What follows belongs to an exercise in optimizing a design on an open flow for small area; a production flow would make more cautious choices.
The RTL was checked by simulation tests, not by an equivalence proof against the original design.
Power is estimated from default activity; no workload was simulated.

Setup of try-pepper:
==> flow/design.v (excerpt) <==
module lcdc (
    input  wire        clk,
    input  wire        rst,
    input  wire        tick,
    input  wire        cmd_valid,
    output wire        cmd_ready,
    input  wire [2:0]  cmd_op,
    input  wire [1:0]  cmd_line,
    input  wire [4:0]  cmd_code,
    input  wire [15:0] cmd_arg,
    output reg         done,
    output reg  [15:0] rdata,
    output wire        rs,
    output wire        rw,
    output wire [3:0]  e,
    output wire [3:0]  d_out,
    output wire        d_oe,
    input  wire [3:0]  d_in
);
Size in the first run: about 650 cells after synthesis, about 100 flip-flops, roughly 63 I/O pins, roughly 5600 um2 of cells after synthesis.
export LEC_CHECK = 0
export CAP_MARGIN = 20
export CORE_MARGIN = 2
export CORE_UTILIZATION = 60
export CTS_BUF_LIST = sky130_fd_sc_hd__clkbuf_8
export SLEW_MARGIN = 20
create_clock -name core_clock -period 10.0 [get_ports {clk}]
run.sh (not shown) runs the stock make flow with config.mk's settings and CLKGATE_MAP_FILE= SYNTH_SCRIPT=/design/flow/synth_recipe.tcl, a recipe that flattens the netlist after the stock synthesis.
Setup changes, try-pepper to try-yarrow
- CORE_UTILIZATION: 60 -> 40
- CTS_BUF_LIST: sky130_fd_sc_hd__clkbuf_8 -> unset
==> results.txt <==
Non-clock buffer count delta (try-yarrow -> try-pepper): insignificant
Comparing the two runs side by side, try-yarrow comes out behind try-pepper on placed wire-length estimate after detailed placement.
Going from try-pepper to try-yarrow, number of vias in the routed layout shrinks by 85.
Compared with try-pepper, try-yarrow shows maximum achievable frequency higher by 2.9%.
In try-yarrow the final core utilization turned out 22 points lower than in try-pepper.
Re logic depth of the worst setup path including buffers: no difference whatsoever between try-pepper and try-yarrow.
Compared to try-pepper, try-yarrow has post-layout worst setup margin 0.15 ns higher.
Switching power share of the total in try-yarrow is 2.8 points lower than in try-pepper
diff inputs: try-yarrow => try-raven
- putting BUFFER_PORTS_ARGS at -buffer_cell sky130_fd_sc_hd__buf_1 where nothing was set
- putting CTS_BUF_LIST at sky130_fd_sc_hd__clkbuf_8 where nothing was set
- swapping 40 for 60 in CORE_UTILIZATION
- putting CTS_ARGS at -sink_clustering_enable -repair_clock_nets -buf_list sky130_fd_sc_hd__clkbuf_8 -dont_use_dummy_load where nothing was set
==> flow/flow/run.sh (new file) <==
#!/bin/bash
# Layout flow: the standard layout (standard.sh) with three changes.
#  1. Synthesis is the standard flow's synthesis script with one difference: ABC maps the
#     logic with the area-oriented script flow/area.abc instead of ORFS's speed
#     script. ABC runs after the flip-flops are mapped, so the registers, their
#     names and cells are those of the standard synthesis.
#  2. The port buffers use the smallest buffer cell (buf_1).
#  3. The clock tree uses clkbuf_8 and inserts no dummy loads.
# Each step's full output goes to a log file in this folder (synth.log,
# layout.log); ORFS's own per-step logs are under orfs/logs/.
set -euo pipefail
W=$(pwd)
F=$W/flow

# 1. synthesis script
sed "s#^source \$::env(SCRIPTS_DIR)/synth_preamble.tcl\$#&\nlset abc_args 1 $F/area.abc#" \
    "$FLOW_HOME/scripts/synth.tcl" > "$W/synth_area.tcl"
grep -q "^lset abc_args 1 " "$W/synth_area.tcl"
sed "s#^source \$::env(SCRIPTS_DIR)/synth.tcl\$#source $W/synth_area.tcl#" \
    "$W/synth_recipe.tcl" > "$W/area_synth.tcl"
grep -q "synth_area.tcl" "$W/area_synth.tcl"
sed "s#SYNTH_SCRIPT=[^ ]*#SYNTH_SCRIPT=$W/area_synth.tcl#" "$W/standard.sh" > "$W/synth_area.sh"
grep -q "SYNTH_SCRIPT=$W/area_synth.tcl" "$W/synth_area.sh"

# 2. and 3.
cat >> "$W/config.mk" <<'EOC'
export BUFFER_PORTS_ARGS = -buffer_cell sky130_fd_sc_hd__buf_1
export CTS_ARGS = -sink_clustering_enable -repair_clock_nets -buf_list sky130_fd_sc_hd__clkbuf_8 -dont_use_dummy_load
EOC

bash "$W/synth_area.sh" synth > "$W/synth.log" 2>&1
bash "$W/standard.sh" > "$W/layout.log" 2>&1
==> flow/flow/area.abc (new file) <==
strash
&get -n
&fraig -x
&put
scorr
dc2
strash
&get -n
&deepsyn -T 10 
&put
strash
&get -n
&dch -f
&nf -R 1000 -p -F 8 -C 32
&put
==> flow/standard.sh (new file) <==
#!/bin/bash
# synth_recipe.tcl (not shown) runs the flow's synth.tcl, then flattens the netlist and writes it again
# the make line also repeats each setting of config.mk as NAME=value (left out here)
make -C /OpenROAD-flow-scripts/flow DESIGN_CONFIG=/design/flow/config.mk WORK_HOME=/design/flow/orfs CLKGATE_MAP_FILE= SYNTH_SCRIPT=/design/flow/synth_recipe.tcl "${@:-finish}"
removed: flow/run.sh
## What came out
try-raven gives more critical path data arrival time than try-yarrow did.
Fraction of the cycle the final worst path needs (lower): try-yarrow
Diff try-yarrow -> try-raven | post-route cell area | down by more than 10%
Compared to try-yarrow, try-raven has clock-buffer cell count 4 lower.
Higher synthesized netlist net count was reported by try-yarrow, not try-raven.

## re-timing with driven ports
In the flow no input, the clock included, has a driving cell. The finished layouts below were timed again as built, in two steps.
Step 1, drivers: a clkbuf_16 drives clk and a buf_2 each remaining input, both assumed.
Step 2 times the ports against the registers' clock, not the clock port: input delays grow and output delays shrink by t, the midpoint of the rising clock arrivals with the driver on.
Slacks: ideal ports / drivers / drivers and shift; pairs: ideal ports / drivers.
run | t (ns) | setup slack, ns | hold WS [ns] | worst setup path after step 2
try-pepper | 0.406 | 4.737 / 4.702 / 5.052 | 0.461 / 0.461 / 0.461 | input to register
try-yarrow | 0.393 | 4.884 / 4.844 / 5.107 | 0.465 / 0.465 / 0.465 | input to register
try-raven | 0.390 | 4.260 / 4.225 / 4.424 | 0.470 / 0.470 / 0.470 | input to register
After both steps setup and hold are still met in every run listed.
